Context: an optimization exercise on an open-source flow, tuned for small area and a short achievable clock period. The choices shown serve that exercise and are no tape-out recipe. The RTL was checked by simulation tests, not by an equivalence proof against the original design. Power and IR drop assume default switching activity.

[design/flow/constraint.sdc]
create_clock -name core_clock -period 5.5 [get_ports {clk}]
set_input_delay 1.1000 -clock core_clock [delete_from_list [all_inputs] [get_ports {clk}]]
set_output_delay 1.1000 -clock core_clock [all_outputs]
set_load 0.01 [all_outputs]
[design/flow/run.sh]
#!/bin/bash
# synth_recipe.tcl (not shown) runs the flow's synth.tcl, then flattens the netlist and writes it again
# the make line also repeats each setting of config.mk as NAME=value (left out here)
make -C /OpenROAD-flow-scripts/flow DESIGN_CONFIG=/design/flow/config.mk WORK_HOME=/design/flow/orfs CLKGATE_MAP_FILE= SYNTH_SCRIPT=/design/flow/synth_recipe.tcl finish
[design/flow/design.v]
module frame_link_responder (
    input  wire        clk,
    input  wire        rst,           
    input  wire        byte_valid,
    input  wire [7:0]  rx_byte,
    output wire [7:0]  tx_byte,
    output wire        s_sync,
    input  wire        tbl_we,
    input  wire [3:0]  tbl_idx,
    input  wire        tbl_en,
    input  wire [15:0] tbl_id,
    input  wire [31:0] tbl_val,
    output reg         pull_query,
    output reg  [3:0]  pull_idx,
    output reg         frame_valid,
    output reg         frame_pull,
    output reg  [15:0] frame_id,
    output reg  [31:0] frame_value,
    input  wire        wd_inc,
    input  wire        wd_expire,
    input  wire [15:0] wd_threshold,
    output reg         wd_safety,
    output reg         wd_tripped
);
    reg        tbl_en_r  [0:15];
    reg [15:0] tbl_id_r  [0:15];
    reg [31:0] tbl_val_r [0:15];
    integer i;
    always @(posedge clk) begin
        if (tbl_we) begin
            tbl_id_r[tbl_idx]  <= tbl_id;
            tbl_val_r[tbl_idx] <= tbl_val;
        end
    end
    always @(posedge clk) begin
        if (rst) begin
            for (i = 0; i < 16; i = i + 1)
                tbl_en_r[i] <= 1'b0;
        end else if (tbl_we) begin
            tbl_en_r[tbl_idx] <= tbl_en;
        end
    end
    reg        sync_r;
    reg [3:0]  sync_pos;
    reg [3:0]  frame_pos;
    reg [7:0]  id_bytes [0:1];
    reg [7:0]  value_bytes [0:3];
    reg        is_pull;
    reg [7:0]  tx_reg;
    assign tx_byte = tx_reg;
    assign s_sync  = sync_r;
    reg [7:0] seq_byte;
    always @(*) begin
        case (sync_pos)
            4'd0:    seq_byte = 8'h08;
            4'd1:    seq_byte = 8'h07;
            4'd2:    seq_byte = 8'h06;
            4'd3:    seq_byte = 8'h05;
            4'd4:    seq_byte = 8'h04;
            4'd5:    seq_byte = 8'h03;
            4'd6:    seq_byte = 8'h02;
            4'd7:    seq_byte = 8'h01;
            default: seq_byte = 8'hFF;
        endcase
    end
    wire [3:0] vpos = frame_pos - 4'd2;
    wire [15:0] slave_id = {id_bytes[1], id_bytes[0]};
    reg         hit;
    reg  [3:0]  hit_idx;
    reg  [31:0] hit_val;
    always @(*) begin
        hit     = 1'b0;
        hit_idx = 4'd0;
        hit_val = 32'd0;
        for (i = 15; i >= 0; i = i - 1) begin
            if (tbl_en_r[i] && tbl_id_r[i] == slave_id) begin
                hit     = 1'b1;
                hit_idx = i[3:0];
                hit_val = tbl_val_r[i];
            end
        end
    end
    always @(posedge clk) begin
        if (rst) begin
            sync_r         <= 1'b0;
            sync_pos       <= 4'd0;
            frame_pos      <= 4'd0;
            id_bytes[0]    <= 8'd0;
            id_bytes[1]    <= 8'd0;
            value_bytes[0] <= 8'd0;
            value_bytes[1] <= 8'd0;
            value_bytes[2] <= 8'd0;
            value_bytes[3] <= 8'd0;
            is_pull        <= 1'b0;
            tx_reg         <= 8'd0;
            pull_query     <= 1'b0;
            pull_idx       <= 4'd0;
            frame_valid    <= 1'b0;
            frame_pull     <= 1'b0;
            frame_id       <= 16'd0;
            frame_value    <= 32'd0;
        end else begin
            pull_query  <= 1'b0;
            frame_valid <= 1'b0;
            if (byte_valid) begin
                if (!sync_r) begin
                    if (rx_byte == seq_byte) begin
                        if (sync_pos == 4'd8) begin           
                            sync_r   <= 1'b1;
                            sync_pos <= 4'd0;
                            tx_reg   <= 8'h00;
                        end else begin                        
                            sync_pos <= sync_pos + 4'd1;
                            tx_reg   <= seq_byte;
                        end
                    end else begin                            
                        sync_pos <= 4'd0;
                        tx_reg   <= 8'h00;
                    end
                end else begin
                    case (frame_pos)
                        4'd0, 4'd1: begin                     
                            id_bytes[frame_pos[0]] <= rx_byte;
                            tx_reg    <= rx_byte;
                            frame_pos <= frame_pos + 4'd1;
                        end
                        4'd2: begin                           
                            if (hit) begin
                                is_pull        <= 1'b1;
                                value_bytes[0] <= hit_val[7:0];
                                value_bytes[1] <= hit_val[15:8];
                                value_bytes[2] <= hit_val[23:16];
                                value_bytes[3] <= hit_val[31:24];
                                tx_reg         <= hit_val[7:0];
                                pull_query     <= 1'b1;
                                pull_idx       <= hit_idx;
                            end else begin
                                is_pull        <= 1'b0;
                                value_bytes[0] <= rx_byte;
                                tx_reg         <= rx_byte;
                            end
                            frame_pos <= 4'd3;
                        end
                        4'd3, 4'd4, 4'd5: begin               
                            if (is_pull) begin
                                tx_reg <= value_bytes[vpos[1:0]];
                            end else begin
                                value_bytes[vpos[1:0]] <= rx_byte;
                                tx_reg <= rx_byte;
                            end
                            frame_pos <= frame_pos + 4'd1;
                        end
                        4'd6, 4'd7: begin
                            if (rx_byte == 8'hFF) begin       
                                tx_reg    <= id_bytes[frame_pos[0]];
                                frame_pos <= frame_pos + 4'd1;
                            end else begin                    
                                tx_reg    <= 8'h00;
                                frame_pos <= 4'd0;
                                sync_r    <= 1'b0;
                            end
                        end
                        default: begin                        
                            tx_reg      <= 8'h00;
                            frame_pos   <= 4'd0;
                            frame_valid <= 1'b1;
                            frame_pull  <= is_pull;
                            frame_id    <= {id_bytes[1], id_bytes[0]};
                            frame_value <= {value_bytes[3], value_bytes[2],
                                            value_bytes[1], value_bytes[0]};
                        end
                    endcase
                end
            end
        end
    end
    reg [15:0] wd_counter;
    always @(posedge clk) begin
        if (rst) begin
            wd_counter <= 16'd0;
            wd_safety  <= 1'b0;
            wd_tripped <= 1'b0;
        end else begin
            wd_safety <= 1'b0;
            if (wd_expire) begin                              
                if (wd_counter < wd_threshold) begin
                    wd_tripped <= 1'b1;
                    wd_safety  <= 1'b1;
                end else begin
                    wd_tripped <= 1'b0;
                end
                wd_counter <= wd_inc ? 16'd1 : 16'd0;
            end else if (wd_inc && wd_counter != 16'hFFFF) begin  
                wd_counter <= wd_counter + 16'd1;
            end
        end
    end
endmodule
[design/flow/config.mk]
export PLATFORM = sky130hd
export DESIGN_NAME = frame_link_responder
export DESIGN_NICKNAME = frame_link_responder
export VERILOG_FILES = /design/flow/design.v
export SDC_FILE = /design/flow/constraint.sdc
export NUM_CORES = 4
export LEC_CHECK = 0
export CAP_MARGIN = 20
export CORE_MARGIN = 2
export CORE_UTILIZATION = 40
export SLEW_MARGIN = 20
==> results of run 1 <==
## logic make-up (layout without fill, tap and decap cells)
logic type	Yosys count	after routing	share of synthesized area
simple gates	812	812	0.108
compound gates	601	601	0.112
buf+inv	215	481	0.0250
fa+ha+maj	24	24	0.00755
other cells	0	2	0
xor+xnor	274	274	0.0614
mux	28	28	0.00960
flops	928	928	0.677
## critical path, cell delays in order (launching register included)
cell and delay, ns:
edfxtp_1 1.05, buf_4 0.35, xor2_1 0.19, nand4b_1 0.14
nand4bb_1 0.21, nor2_4 0.06, nor4_1 0.60, nand4_1 0.65
a21oi_1 0.87, nand2_1 0.48
## routing by layer
metal  vias to the layer above  global-route usage
li1                      11600                   -
met1                     13700               0.355
met2                      1507               0.404
met3                       247              0.0519
met4                         0              0.0896
met5                         -                   0
## final cells by class
cell class / count / area [µm²]
Inverter: 56 / 210
Multi-Input combinational cell: 1739 / 12000
Fill cell: 8624 / 52300
Antenna cell: 2 / 5.00
Timing Repair Buffer: 250 / 2300
Tap cell: 1287 / 1610
Clock buffer: 116 / 2500
Clock inverter: 59 / 554
Sequential cell: 928 / 26900
## synthesized netlist by cell type, types with 9 or more instances
| cell type | number | area, µm² |
|---|---|---|
| a22oi_1 | 24 | 180 |
| or3_1 | 22 | 138 |
| buf_2 | 9 | 45.0 |
| o2111ai_1 | 9 | 78.8 |
| nand4_1 | 62 | 388 |
| a311oi_1 | 10 | 87.6 |
| clkbuf_1 | 102 | 383 |
| nand2b_1 | 20 | 125 |
| buf_1 | 12 | 45.0 |
| inv_1 | 56 | 210 |
| nor3_1 | 70 | 350 |
| a2111oi_0 | 45 | 394 |
| a221o_1 | 27 | 270 |
| xor2_1 | 110 | 963 |
| o221ai_1 | 34 | 298 |
| dfxtp_1 | 96 | 1920 |
| mux2i_1 | 19 | 190 |
| nor2_1 | 141 | 529 |
| a21oi_1 | 115 | 576 |
| a2111o_1 | 10 | 113 |
| a211oi_1 | 31 | 233 |
| nand2_1 | 222 | 833 |
| nand3_1 | 59 | 295 |
| o211ai_1 | 21 | 158 |
| o21ai_0 | 97 | 485 |
| o31ai_1 | 15 | 113 |
| and4_1 | 10 | 87.6 |
| a221oi_1 | 26 | 228 |
| or2_2 | 17 | 106 |
| a311o_1 | 10 | 100 |
| nor4_1 | 48 | 300 |
| and3_1 | 16 | 100 |
| ha_1 | 24 | 300 |
| xnor2_1 | 160 | 1400 |
| or4_1 | 13 | 97.6 |
| a22o_1 | 26 | 228 |
| a21o_1 | 10 | 75.1 |
| buf_4 | 23 | 173 |
| buf_6 | 12 | 135 |
| o221a_2 | 25 | 282 |
| and2_1 | 39 | 244 |
| edfxtp_1 | 832 | 25000 |
## report_power, final
group	switching [mW]	leakage (nW)	internal, mW
Clock	2.75	1.50	3.66
Combinational	0.435	4.73	0.183
Sequential	0.0869	8.33	7.83
Total	3.27	14.6	11.7
## through the flow
stage | cell area [µm²] | hold WS [ns] | setup WS [ns]
6_report | 46100 | 0.454 | 0.506
4_1_cts | 46100 | 0.454 | 0.726
2_1_floorplan | 39800 | 0.481 | 1.26
5_1_grt | 46100 | 0.481 | 0.380
3_5_place_dp | 43000 | 0.446 | 0.754
3_3_place_gp | 43000 | 0.438 | 0.896
## worst min-delay path by stage
stage / slack, ns / start / to / depth (start not counted)
after detailed placement: 0.45 / frame_id[0] / frame_id[0] / 2
after floorplan: 0.48 / frame_id[0] / frame_id[0] / 2
final: 0.45 / frame_id[0] / frame_id[0] / 2
after CTS: 0.45 / frame_id[0] / frame_id[0] / 2
after global placement: 0.44 / wd_tripped / wd_tripped / 1
after global routing: 0.48 / frame_value[18] / frame_value[18] / 2
==> results.toml, run 1 <==
[clocking]
insertion_delay_ns = 0.67
cts_setup_buffers = 0
numCtsBuffers = 95
htreeDepth = 3
holdBufCountCts = 0
path_clk_slew_ns = 0.07
cts_tree = "done"
cts_root_buf = "clkbuf_16"
cts.sinks = 928
cts_resized = 0
clk_path_buf_depth = 3

[timing]
maxSlewViolCount = 0
hold_viol = 0
fin_crit_ns = 4.99
fin_skew_ns = 0.0225
worst-slew-pin-transition_ns = 1.16
rsz0062_at_grt = "no"
setup_tns_ns = 0
post-route-period-util = 0.908
setup_viol_count_final = 0
clock.fmax_mhz = 200
relSlewSlack = 0.219

[die]
rows = 115
fp.coreArea_mm2 = 0.0984
dieArea_mm2 = 0.102
fp.dieW_um = 319
io_pins = 149
initial_core_util = 0.404
fp.dieH_um = 319

[synth]
yosysWarnings = 1
synth-async-reset-ratio = 0
yosysSeqAreaShare = 0.677
ys_types = 93
syn_area_mm2 = 0.0398
synth-main-ff-cell = "edfxtp_1"
syn-instance-count = 2882
synth-edff-count = 832
syn_area_per_cell_um2 = 13.8
ys_ff_latch = 928
synth_nets = 2989

[critical_path]
cp.arrival_ns = 5.29
cp-end-kind = "register"
rr_endpoint = "value_bytes[2][6]"
worst-setup-path-type = "reg2reg"
ff2ff_setup_slack_ns = 0.51
r2r_start = "id_bytes[0][7]"
startpoint = "id_bytes[0][7]"
critical_path_peak_fanout = 13
critPathLaunchType = "register"
worstPathRequired_ns = 5.79
r2r_cells = 9
critPathCapture = "value_bytes[2][6]"

[route]
route.met3.wl_um = 13400
wl_per_cell_um = 30.0
vias_per_cell = 6.10
topRoutingLayerUsed = "met4"
route.layer.met1.wl_um = 54100
wl_met2_um = 61100
ant_nets = 0
drtIter0Drc = 3617
drc_errors = 0
vias = 27100
drtPass1Iterations = 5
finalWirelength_um = 133000

[finish]
top_register = "tbl_val_r"
reg_top3 = "tbl_val_r: 512 flops, tbl_id_r: 256 flops"
stdcell_count = 4437
final_common_cell = "edfxtp_1"
drive_gt1_frac = 0.110
final_cell_mix = "edfxtp_1 (832), nand2_1 (222), xnor2_1 (160)"
fin_util = 0.468
largest_reg_flops = 512
area_growth_pct = 16.0
nets = 3177

[global_route]
grt_usage = 0.257
grt_pass1_vias = 26400
grt_max_degree = 72
antenna_found_initial = 4
grt_overflow = 0
grt_pass1_wl_um = 190000

[min_path]
hp-class = "reg2reg"

[pwr]
powerDensity_mw_per_mm2 = 324
total_power_mw = 14.9
peakVddDrop_v = 0.000214
p_leak_nw = 14.6

[job]
cap_violations = 0

[status]
status = "finished clean"

[placement]
dp_cells = 4258
io_buffers = 148
finalWeightedCongestion = 0.929
hpwl_um = 88900
==> inputs of run 2 (changes only) <==
==> design/flow/design.v (replaced) <==
module frame_link_responder (
    input  wire        clk,
    input  wire        rst,           
    input  wire        byte_valid,
    input  wire [7:0]  rx_byte,
    output wire [7:0]  tx_byte,
    output wire        s_sync,
    input  wire        tbl_we,
    input  wire [3:0]  tbl_idx,
    input  wire        tbl_en,
    input  wire [15:0] tbl_id,
    input  wire [31:0] tbl_val,
    output reg         pull_query,
    output reg  [3:0]  pull_idx,
    output reg         frame_valid,
    output wire        frame_pull,
    output wire [15:0] frame_id,
    output wire [31:0] frame_value,
    input  wire        wd_inc,
    input  wire        wd_expire,
    input  wire [15:0] wd_threshold,
    output reg         wd_safety,
    output reg         wd_tripped
);
    reg        sync_r;
    reg [3:0]  pos;           
    reg [7:0]  id0, id1;
    reg [31:0] vb;            
    reg        is_pull;
    reg [7:0]  tx_reg;
    assign tx_byte     = tx_reg;
    assign s_sync      = sync_r;
    assign frame_pull  = is_pull;
    assign frame_id    = {id1, id0};
    assign frame_value = vb;
    wire [15:0] q = {id1, id0};
    wire [15:0] m;
    wire [31:0] val [0:15];
    genvar g;
    generate
        for (g = 0; g < 16; g = g + 1) begin : ent
            reg [15:0] t_id;
            reg [31:0] t_val;
            reg        t_en;
            wire we = tbl_we && (tbl_idx == g);
            always @(posedge clk)
                if (we) begin
                    t_id  <= tbl_id;
                    t_val <= tbl_val;
                end
            always @(posedge clk)
                if (rst)     t_en <= 1'b0;
                else if (we) t_en <= tbl_en;
            assign m[g]   = t_en && (t_id == q);
            assign val[g] = t_val;
        end
    endgenerate
    wire [15:0] sel;
    assign sel[0] = m[0];
    generate
        for (g = 1; g < 16; g = g + 1) begin : pri
            assign sel[g] = m[g] && !(|m[g-1:0]);
        end
    endgenerate
    wire hit = |m;
    reg [31:0] hv;
    reg [3:0]  hidx;
    integer i;
    always @(*) begin
        hv   = 32'd0;
        hidx = 4'd0;
        for (i = 0; i < 16; i = i + 1) begin
            hv   = hv | (val[i] & {32{sel[i]}});
            hidx = hidx | (i[3:0] & {4{sel[i]}});
        end
    end
    wire [7:0] seq_byte = pos[3] ? 8'hFF : (8'd8 - {4'd0, pos});
    wire [7:0] vtop = is_pull ? vb[7:0] : rx_byte;
    always @(posedge clk) begin
        if (rst) begin
            sync_r      <= 1'b0;
            pos         <= 4'd0;
            tx_reg      <= 8'd0;
            pull_query  <= 1'b0;
            frame_valid <= 1'b0;
        end else begin
            pull_query  <= 1'b0;
            frame_valid <= 1'b0;
            if (byte_valid) begin
                if (!sync_r) begin
                    if (rx_byte == seq_byte) begin
                        if (pos[3]) begin                    
                            sync_r <= 1'b1;
                            pos    <= 4'd0;
                            tx_reg <= 8'h00;
                        end else begin                       
                            pos    <= pos + 4'd1;
                            tx_reg <= seq_byte;
                        end
                    end else begin                           
                        pos    <= 4'd0;
                        tx_reg <= 8'h00;
                    end
                end else begin
                    case (pos)
                        4'd0: begin
                            id0    <= rx_byte;
                            tx_reg <= rx_byte;
                            pos    <= 4'd1;
                        end
                        4'd1: begin
                            id1    <= rx_byte;
                            tx_reg <= rx_byte;
                            pos    <= 4'd2;
                        end
                        4'd2: begin                           
                            is_pull <= hit;
                            if (hit) begin
                                vb         <= {hv[7:0], hv[31:8]};
                                tx_reg     <= hv[7:0];
                                pull_query <= 1'b1;
                                pull_idx   <= hidx;
                            end else begin
                                vb     <= {rx_byte, vb[31:8]};
                                tx_reg <= rx_byte;
                            end
                            pos <= 4'd3;
                        end
                        4'd3, 4'd4, 4'd5: begin               
                            vb     <= {vtop, vb[31:8]};
                            tx_reg <= vtop;
                            pos    <= pos + 4'd1;
                        end
                        4'd6, 4'd7: begin
                            if (rx_byte == 8'hFF) begin       
                                tx_reg <= pos[0] ? id1 : id0;
                                pos    <= pos + 4'd1;
                            end else begin                    
                                tx_reg <= 8'h00;
                                pos    <= 4'd0;
                                sync_r <= 1'b0;
                            end
                        end
                        default: begin                        
                            tx_reg      <= 8'h00;
                            pos         <= 4'd0;
                            frame_valid <= 1'b1;
                        end
                    endcase
                end
            end
        end
    end
    reg [15:0] wd_counter;
    always @(posedge clk) begin
        if (rst) begin
            wd_counter <= 16'd0;
            wd_safety  <= 1'b0;
            wd_tripped <= 1'b0;
        end else begin
            wd_safety <= 1'b0;
            if (wd_expire) begin                              
                if (wd_counter < wd_threshold) begin
                    wd_tripped <= 1'b1;
                    wd_safety  <= 1'b1;
                end else begin
                    wd_tripped <= 1'b0;
                end
                wd_counter <= {15'd0, wd_inc};
            end else if (wd_inc && wd_counter != 16'hFFFF) begin  
                wd_counter <= wd_counter + 16'd1;
            end
        end
    end
endmodule
==> run 2 against run 1 <==
  * Routed wire length is 12% lower
  * Die area is 7.4% lower
  * Still clean
  * Largest power group unchanged
  * Register-to-register slack hardly changed
==> results.toml, run 2 <==
[placement]
dp_cells = 3852
hpwl_um = 76700
io_buffers = 148
place_area_mm2 = 0.0401
pre_cts_slack_ns = 0.627
finalWeightedCongestion = 0.920

[critical_path]
critPathLaunchType = "register"
cp-end-kind = "register"
r2r_start = "id0[1]"
r2r_cells = 9
ff2ff_setup_slack_ns = 0.51
startpoint = "id0[1]"
rr_endpoint = "pull_idx[2]"
cp.arrival_ns = 5.31
worst-setup-path-type = "reg2reg"
critical_path_peak_fanout = 11
worstPathRequired_ns = 5.82

[finish]
nets = 2863
final_common_cell = "edfxtp_1"
stdcell_area_mm2 = 0.0431
area_growth_pct = 17.1
top_register = "ent.t_val"
largest_reg_flops = 512
fin_util = 0.471
drive_gt1_frac = 0.115
stdcell_count = 4022
reg_top3 = "ent.t_val: 512 flops, ent.t_id: 256 flops, vb: 32 flops"
final_cell_mix = "edfxtp_1 (821), xnor2_1 (171), nor2_1 (161)"

[die]
rows = 111
fp.coreArea_mm2 = 0.0914
initial_core_util = 0.402
fp.dieH_um = 307
dieArea_mm2 = 0.0944
fp.dieW_um = 307
io_pins = 149

[job]
cap_violations = 0

[synth]
synth_area_leader_cell = "edfxtp_1"
synth_top_cell_area_share = 0.670
yosysSeqAreaShare = 0.697
yosysMostFrequentCell = "edfxtp_1"
ys_top_cells_by_area = "edfxtp_1 (67%), xnor2_1 (4.1%), dfxtp_1 (2.7%), xor2_1 (2.4%), nor2_1 (1.8%)"
ys_ff_latch = 870
ys_types = 87
synth-edff-count = 821
syn-instance-count = 2523
synth_nets = 2627
syn_area_mm2 = 0.0368
ys_top_cells_by_count = "edfxtp_1 (821), nor2_1 (175), xnor2_1 (171)"
synth-async-reset-ratio = 0
yosysWarnings = 1
syn_area_per_cell_um2 = 14.6
synth-main-ff-cell = "edfxtp_1"

[pwr]
p_comb_frac = 0.028
p_leak_nw = 13.9
total_power_mw = 14.0
clkPwrFrac = 0.443
p_seq_frac = 0.529
peakVddDrop_v = 0.000271
switchingPower_mw = 2.97
intPower_mw = 11.0
powerDensity_mw_per_mm2 = 325
swShare = 0.212

[route]
drc_errors = 0
vias = 23900
finalWirelength_um = 118000
ant_nets = 0
drtIter0Drc = 2411
vias_per_cell = 5.94
drtPass1Iterations = 5
wl_per_cell_um = 29.3

[global_route]
grt_pass1_wl_um = 168000
grt_pass1_vias = 23800
antenna_found_initial = 2
grt_usage = 0.247
grt_max_degree = 50
grt_overflow = 0

[timing]
hold_viol = 0
setup_tns_ns = 0
setup_slack_ns = 0.513
setup_viol_count_final = 0
holdWs_ns = 0.450
fin_crit_ns = 4.99
relSlewSlack = 0.167
fin_skew_ns = 0.0333
rsz0062_at_grt = "no"
worst-slew-pin-transition_ns = 1.25
post-route-period-util = 0.907
clock.fmax_mhz = 201
maxSlewViolCount = 0

[clocking]
numCtsBuffers = 91
path_clk_slew_ns = 0.06
cts.sinks = 870
clk_path_buf_depth = 3
htreeDepth = 3
cts_root_buf = "clkbuf_16"
cts_resized = 0
holdBufCountCts = 0
cts_setup_buffers = 0
cts_tree = "done"
insertion_delay_ns = 0.68

[min_path]
holdCritStartpoint = "wd_tripped"
hold_depth = 1
holdPathEnd = "wd_tripped"
hp-class = "reg2reg"

[status]
status = "finished clean"
[run 2: cell types whose count changed in the layout (fill, tap and decap cells not counted), moves of 26 or more]
cell,delta
nand2_1,-95
a21oi_1,-61
o21ai_0,-57
dfxtp_1,-47
a22oi_1,+37
nor2_1,+36
nor3_1,-35
o221ai_1,-30
a31oi_1,+26
[run 2: logic make-up (layout without fill, tap and decap cells)]
logic type	count (synthesis)	after routing	synth area share
xor+xnor	272	272	0.0648
compound gates	439	439	0.0914
other cells	0	1	0
fa+ha+maj	21	21	0.00715
flops	870	870	0.697
mux	21	21	0.00582
buf+inv	172	484	0.0242
simple gates	728	728	0.110
[run 2: critical path, cell delays in order, from the launching register on]
cell and delay, ns:
edfxtp_1 0.86, xnor2_1 0.22, nand4_1 0.13, or4b_4 0.57, nor4_2 0.85, nor3_1 0.38
nand4_1 0.31, nor2b_1 0.17, a2111oi_0 0.84, o2111ai_1 0.31
[run 2: area by class of cell]
cell class,instances,area [µm²]
diodes,1,2.50
clock buffers,122,2430
clock inverters,47,572
fillers,7883,48300
inverters,70,263
multi-input cells,1481,10400
flip-flops and latches,870,25600
well taps,1186,1480
repair buffers,245,2240
[run 2: worst max-delay path by stage]
stage | endpoint | slack, ns
global route | tx_reg[6] | 0.26
finish | pull_idx[2] | 0.51
global placement | pull_idx[2] | 0.28
CTS | pull_idx[2] | 0.53
floorplan | ent[2].t_en | 0.19
detailed placement | pull_idx[2] | 0.63
[run 2: power by group through the flow]
stage / sequential (mW) / combinational [mW] / clock, mW
2_1_floorplan: 7.54 / 0.129 / 0
3_3_place_gp: 7.55 / 0.383 / 0
3_5_place_dp: 7.55 / 0.391 / 0
4_1_cts: 7.41 / 0.393 / 6.28
5_1_grt: 7.42 / 0.417 / 6.56
6_report: 7.41 / 0.393 / 6.22
[run 2: metal layers]
layer	share of wire	vias up	GRT usage
li1	-	10300	-
met1	0.41	12300	0.325
met2	0.48	1083	0.415
met3	0.072	204	0.0391
met4	0.036	2	0.0884
met5	0.00011	-	0
==> inputs of run 3 (changes only) <==
--- a/design/flow/config.mk
+++ b/design/flow/config.mk
@@ -8,4 +8,5 @@
 export CAP_MARGIN = 20
 export CORE_MARGIN = 2
 export CORE_UTILIZATION = 40
+export SETUP_SLACK_MARGIN = 3.0
 export SLEW_MARGIN = 20
==> run 3 against run 2 <==
  * Largest power group unchanged
  * Clock skew fell by 0.0037 ns
  * First-iteration DRC count rose by 39%
  * Non-clock buffer count grew 263
  * Sequential share of layout area down 6.4 points
  * Synthesized cell count stayed put
  * Largest cell class unchanged
  * Flip-flop and latch count stayed put
  * Design area up 12%
==> results.toml, run 3 <==
[placement]
pre_cts_slack_ns = 0.496
dp_cells = 3842
hpwl_um = 76700
io_buffers = 148
finalWeightedCongestion = 0.981
place_area_mm2 = 0.0401

[finish]
area_growth_pct = 31.4
stdcell_area_mm2 = 0.0483
fin_util = 0.529
largest_reg_flops = 512
drive_gt1_frac = 0.291
reg_top3 = "ent.t_val: 512 flops, ent.t_id: 256 flops, vb: 32 flops"
nets = 3129
stdcell_count = 4288
final_cell_mix = "edfxtp_1 (821), buf_4 (202), nor2_1 (148)"
fill_cells = 7422
final_common_cell = "edfxtp_1"
top_register = "ent.t_val"

[timing]
setup_tns_ns = 0
rsz0062_at_grt = "yes"
setup_viol_count_final = 0
post-route-period-util = 0.685
relSlewSlack = 0.198
holdWs_ns = 0.483
maxSlewViolCount = 0
hold_viol = 0
fin_skew_ns = 0.0296
clock.fmax_mhz = 265
setup_slack_ns = 1.73
fin_crit_ns = 3.77
worst-slew-pin-transition_ns = 1.20

[critical_path]
cp-end-kind = "register"
cp.arrival_ns = 4.18
worst_path_most_repeated_cell = "nor2_4"
path_buf_inv = 1
cp_slowest_cell = "or4_4"
critPathLaunchType = "register"
worstPathRequired_ns = 5.91
crit_family = "simple AND/OR/NAND/NOR gates"
cp_cell_sequence = "buf_6, xor2_2, nor4b_2, or4bb_4, nor2_4, nor2_4, nand4b_1, o22ai_1, or4_4, or4b_1, nor2b_4"
cpPeakStageDelay_ns = 0.55
critical_path_peak_fanout = 5
worst-setup-path-type = "reg2reg"

[route]
drtIter0Drc = 3344
drc_errors = 0
ant_nets = 0
vias_per_cell = 6.01
vias = 25800
drtPass1Iterations = 6
wl_per_cell_um = 30.3
finalWirelength_um = 130000

[clocking]
numCtsBuffers = 91
htreeDepth = 3
clk_path_buf_depth = 3
insertion_delay_ns = 0.68
path_clk_slew_ns = 0.06
cts_root_buf = "clkbuf_16"
cts.sinks = 870
holdBufCountCts = 0
cts_tree = "done"

[synth]
ys_top_cells_by_area = "edfxtp_1 (67%), xnor2_1 (4.1%), dfxtp_1 (2.7%), xor2_1 (2.4%), nor2_1 (1.8%)"
syn-instance-count = 2523
yosysWarnings = 1
synth_top_cell_area_share = 0.670
synthMuxAreaShare = 0.00582
synth-edff-count = 821
synth-compound-area-share = 0.0914
yosys.area_share.simple = 0.110
synth-async-reset-ratio = 0
syn_area_per_cell_um2 = 14.6
synth_area_leader_cell = "edfxtp_1"
synth-xor-area-share = 0.0648
yosysSeqAreaShare = 0.697
synth_nets = 2627
synth_fa_ha_area_frac = 0.00715
synth-main-ff-cell = "edfxtp_1"
ys_ff_latch = 870
ys_types = 87
syn_area_mm2 = 0.0368
ys_top_cells_by_count = "edfxtp_1 (821), nor2_1 (175), xnor2_1 (171)"
yosysMostFrequentCell = "edfxtp_1"
synth_top_family_by_area = "simple AND/OR/NAND/NOR gates"

[die]
dieArea_mm2 = 0.0944
fp.dieW_um = 307
io_pins = 149
rows = 111
initial_core_util = 0.402
fp.dieH_um = 307
fp.coreArea_mm2 = 0.0914

[global_route]
grt_overflow = 0
grt_max_degree = 50
grt_usage = 0.267
antenna_found_initial = 5
grt_pass1_vias = 25200
grt_pass1_wl_um = 181000

[pwr]
p_leak_nw = 16.4
powerDensity_mw_per_mm2 = 285
peakVddDrop_v = 0.000344
total_power_mw = 13.8

[status]
status = "finished clean"

[min_path]
hp-class = "reg2reg"

[job]
cap_violations = 0
run 3: changes by cell type in the layout (fill, tap and decap cells not counted), sizes merged:
cell / delta
nor2: +2
clkdlybuf4s50: -82
clkbuf: -2
inv: +3
dlymetal6s2s: +9
buf: +293
bufbuf: +5
clkinv: +6
nand3: +1
dlygate4sd2: +19
clkinvlp: +8
clkdlybuf4s15: +10
bufinv: -6
run 3: cell type report:
cell class / instances / area, µm² / share of cell area
Clock inverter: 58 / 464 / 0.00961
Antenna cell: 1 / 2.50 / 0.0000518
Timing Repair Buffer: 508 / 5420 / 0.112
Tap cell: 1186 / 1480 / 0.0307
Multi-Input combinational cell: 1484 / 12600 / 0.262
Sequential cell: 870 / 25600 / 0.531
Clock buffer: 111 / 2380 / 0.0493
Inverter: 70 / 265 / 0.00549
run 3: layer usage:
metal / routed length (µm) / global-route usage
met1: 49200 / 0.352
met2: 61400 / 0.435
met3: 12800 / 0.0464
met4: 6450 / 0.117
met5: 31 / 0
run 3: worst paths after layout:
| path | startpoint | cells after the start | slack, ns | to |
|---|---|---|---|---|
| setup / recovery | id1[0] | 11 | 1.73 | vb[30] |
| hold / removal | wd_tripped | 1 | 0.48 | wd_tripped |
| setup reg to reg | id1[0] | 11 | 1.73 | vb[30] |
| hold reg to reg | wd_tripped | 1 | 0.48 | wd_tripped |
run 3: logic make-up after synthesis:
kind of cell,count (synthesis)
XOR/XNOR,272
AND/OR/NAND/NOR,728
multiplexers,21
adder cells (fa/ha/maj),21
AO/OA/AOI/OAI,439
buffers and inverters,172
flip-flops,870
run 3: repair_timing:
item	CTS	global route
setup endpoints to repair	923	284
buffers inserted	206	49
cloned	15	6
pin swaps	137	86
resized for setup	592	194
run 3: report_power, final:
part	internal (mW)	switching, mW	total, mW
Combinational	0.130	0.293	0.422
Sequential	7.37	0.0475	7.42
Clock	3.26	2.69	5.95
Total	10.8	3.03	13.8
==> inputs of run 4 (changes only) <==
--- a/design/flow/design.v
+++ b/design/flow/design.v
@@ -33,7 +33,9 @@
     assign frame_pull  = is_pull;
     assign frame_id    = {id1, id0};
     assign frame_value = vb;
-    wire [15:0] q = {id1, id0};
+    wire [7:0]  qn_hi = (pos == 4'd1) ? rx_byte : id1;
+    wire [15:0] qn    = {qn_hi, id0};
+    wire        in_eq = (tbl_id == qn);
     wire [15:0] m;
     wire [31:0] val [0:15];
     genvar g;
@@ -42,6 +44,7 @@
             reg [15:0] t_id;
             reg [31:0] t_val;
             reg        t_en;
+            reg        t_m;
             wire we = tbl_we && (tbl_idx == g);
             always @(posedge clk)
                 if (we) begin
@@ -51,7 +54,9 @@
             always @(posedge clk)
                 if (rst)     t_en <= 1'b0;
                 else if (we) t_en <= tbl_en;
-            assign m[g]   = t_en && (t_id == q);
+            always @(posedge clk)
+                t_m <= we ? (tbl_en && in_eq) : (t_en && (t_id == qn));
+            assign m[g]   = t_m;
             assign val[g] = t_val;
         end
     endgenerate
==> run 4 against run 3 <==
  * Clock power increased by 5.4%
  * Worst setup slack improved by 1.1 ns
  * Sequential share of layout area increased by 4.9 points
  * Clock skew decreased by 0.0038 ns
  * Final cell count decreased by 7.0%
  * Register-to-register slack improved by 1.1 ns
  * Total power increased by 2.7%
  * Synthesized area decreased by 3.1%
  * Flip-flop and latch count increased by 16
  * Die area decreased by 3.1%
  * Core utilization decreased by 2.1 points
  * Critical path type unchanged
  * Largest cell class unchanged
==> results.toml, run 4 <==
[critical_path]
cp-end-kind = "register"
path_buf_inv = 3
critical_path_peak_fanout = 8
crit_family = "simple AND/OR/NAND/NOR gates"
worst-setup-path-type = "reg2reg"
worstPathRequired_ns = 6.07
cp.arrival_ns = 3.28
critPathLaunchType = "register"
worst_path_most_repeated_cell = "buf_6"
cp_slowest_cell = "or4_4"
cp_cell_sequence = "inv_4, ha_4, nor3b_4, buf_6, buf_6, mux2i_4, xor2_1, nand4_1, or4_4, o22ai_2"
cpPeakStageDelay_ns = 0.65

[job]
cap_violations = 0

[route]
wl_per_cell_um = 28.6
drtPass1Iterations = 6
vias_per_cell = 5.84
ant_nets = 0
vias = 23300
finalWirelength_um = 114000
drc_errors = 0
drtIter0Drc = 2779

[clocking]
clk_path_buf_depth = 3
htreeDepth = 3
cts.sinks = 886
insertion_delay_ns = 0.67
cts_root_buf = "clkbuf_16"
path_clk_slew_ns = 0.06
numCtsBuffers = 92
cts_tree = "done"
holdBufCountCts = 0

[placement]
io_buffers = 148
finalWeightedCongestion = 0.872
place_area_mm2 = 0.0389
dp_cells = 3616
hpwl_um = 62500

[synth]
yosysWarnings = 1
synth-async-reset-ratio = 0
yosysMostFrequentCell = "edfxtp_1"
ys_top_cells_by_area = "edfxtp_1 (69%), dfxtp_1 (3.7%), xnor2_1 (3.5%), xor2_1 (3.5%), a22oi_1 (2.1%)"
synth_area_leader_cell = "edfxtp_1"
ys_top_cells_by_count = "edfxtp_1 (821), xnor2_1 (144), xor2_1 (143)"
ys_types = 64
syn-instance-count = 2358
yosysSeqAreaShare = 0.728
synth-main-ff-cell = "edfxtp_1"
synth-edff-count = 821
ys_ff_latch = 886
syn_area_per_cell_um2 = 15.1
synth_top_cell_area_share = 0.692
syn_area_mm2 = 0.0356
synth_nets = 2462

[finish]
multi_input_area_mm2 = 0.00973
nets = 2851
top_register = "ent.t_val"
stdcell_area_mm2 = 0.0449
final_common_cell = "edfxtp_1"
final-seq-area_mm2 = 0.0260
drive_gt1_frac = 0.221
reg_top3 = "ent.t_val: 512 flops, ent.t_id: 256 flops, vb: 32 flops"
area_growth_pct = 25.9
fill_cells = 7224
largest_reg_flops = 512
stdcell_count = 3986
final_cell_mix = "edfxtp_1 (821), buf_4 (181), xnor2_1 (142)"

[pwr]
p_leak_nw = 14.5
powerDensity_mw_per_mm2 = 316
peakVddDrop_v = 0.000248

[timing]
post-route-period-util = 0.494
relSlewSlack = 0.409
setup_tns_ns = 0
worst-slew-pin-transition_ns = 0.879
holdWs_ns = 0.457
clock.fmax_mhz = 368
setup_viol_count_final = 0
fin_crit_ns = 2.72
maxSlewViolCount = 0
fin_skew_ns = 0.0258
hold_viol = 0
rsz0062_at_grt = "yes"

[die]
io_pins = 149
initial_core_util = 0.403
fp.dieH_um = 302
fp.dieW_um = 302
dieArea_mm2 = 0.0915
fp.coreArea_mm2 = 0.0884
rows = 109

[status]
status = "finished clean"

[global_route]
grt_max_degree = 46
grt_overflow = 0
grt_pass1_wl_um = 159000
grt_usage = 0.242
grt_pass1_vias = 22700
antenna_found_initial = 9

[min_path]
hp-class = "reg2reg"
[run 4: changes by cell type after synthesis, moves of 25 or more]
cell,change
nor2b_1,+26
and2_1,-33
clkbuf_1,+52
o211ai_1,-25
a22oi_1,+40
nor2_1,-108
a31oi_1,-25
o21ai_0,+59
xor2_1,+42
nand3_1,-30
a22o_1,-28
xnor2_1,-27
[run 4: metrics by stage]
stage / power (mW) / setup WS, ns / util
floorplan: 7.75 / 2.77 / -
finish: 14.2 / 2.78 / 0.508
CTS: 14.2 / 2.80 / 0.498
detailed placement: 7.99 / 1.62 / 0.441
global route: 14.5 / 2.73 / 0.508
global placement: 7.98 / 1.66 / 0.440
[run 4: cells by family after synthesis]
| group | after synthesis | synth area share |
|---|---|---|
| mux | 18 | 0.00664 |
| compound gates | 498 | 0.100 |
| flops | 886 | 0.728 |
| xor+xnor | 287 | 0.0705 |
| buf+inv | 198 | 0.0227 |
| simple gates | 450 | 0.0640 |
| fa+ha+maj | 21 | 0.00737 |
[run 4: final timing paths]
path	slack, ns	endpoint	cells after the start	from
max	2.78	ent[1].t_m	10	pos[1]
min	0.46	ent[12].t_en	2	ent[12].t_en
max reg2reg	2.78	ent[1].t_m	10	pos[1]
min reg2reg	0.46	ent[12].t_en	2	ent[12].t_en
[run 4: routing by layer]
metal,routed length (µm),part of all wire,vias to the layer above,GRT usage
li1,-,-,9947,-
met1,45300,0.40,11800,0.323
met2,52400,0.46,1245,0.380
met3,10700,0.094,265,0.0518
met4,5420,0.048,6,0.114
met5,38,0.00033,-,0
[run 4: worst min-delay path: stages (launching register included)]
cell and delay [ns]:
dfxtp_1 0.31, nand2_1 0.05, a21oi_1 0.05
[run 4: area by class of cell]
cell class / instances / area share
Multi-Input combinational cell: 1278 / 0.217
Clock inverter: 51 / 0.0131
Tap cell: 1165 / 0.0325
Sequential cell: 886 / 0.579
Antenna cell: 2 / 0.000112
Inverter: 59 / 0.00633
Clock buffer: 115 / 0.0549
Timing Repair Buffer: 416 / 0.0944
Timing Repair inverter: 14 / 0.00234
[run 4: repair_timing]
action / CTS / global route
pin swaps: 24 / 36
setup buffers: 129 / 49
endpoints found under the hold margin: 0 / 0
endpoints found under the setup margin: 910 / 541
cloned: 20 / 4
resized for setup: 405 / 73
[run 4: power by group]
part | internal, mW | switching (mW) | leakage (nW)
combinational | 0.124 | 0.251 | 5.08
sequential | 7.47 | 0.0378 | 7.91
clock | 3.66 | 2.61 | 1.47

-- re-timing with driven ports --
How much do the figures lean on ideal ports? The routed layouts below were timed once more, with nothing changed but the port constraints. Step 1 (the two cells are an assumption about what drives the block):
set clk [get_ports {clk}]
set_driving_cell -lib_cell sky130_fd_sc_hd__clkbuf_16 $clk
set_driving_cell -lib_cell sky130_fd_sc_hd__buf_2 [delete_from_list [all_inputs] $clk]
Step 2 adds t to the input delays and takes it off the output delays; t is the mean of the earliest and latest rising clock arrival at the registers after step 1. Input paths then give back, and output paths get back, about the clock's delay inside the block. Slacks: ideal / step 1 / step 2; pairs: ideal / step 1.
run | t (ns) | slack for setup (ns) | clock arrival spread, ns
run 1 | 0.726 | 0.506 / 0.506 / 0.506 | 0.025 / 0.025
run 2 | 0.723 | 0.513 / 0.513 / 0.513 | 0.036 / 0.036
run 3 | 0.734 | 1.731 / 1.731 / 1.731 | 0.033 / 0.033
run 4 | 0.722 | 2.784 / 2.784 / 2.119 | 0.032 / 0.033
After both steps setup and hold are still met in every run listed. The setup slack of run 4, which loses most, moves by 0.000 ns with the drivers and by -0.665 ns with both steps.
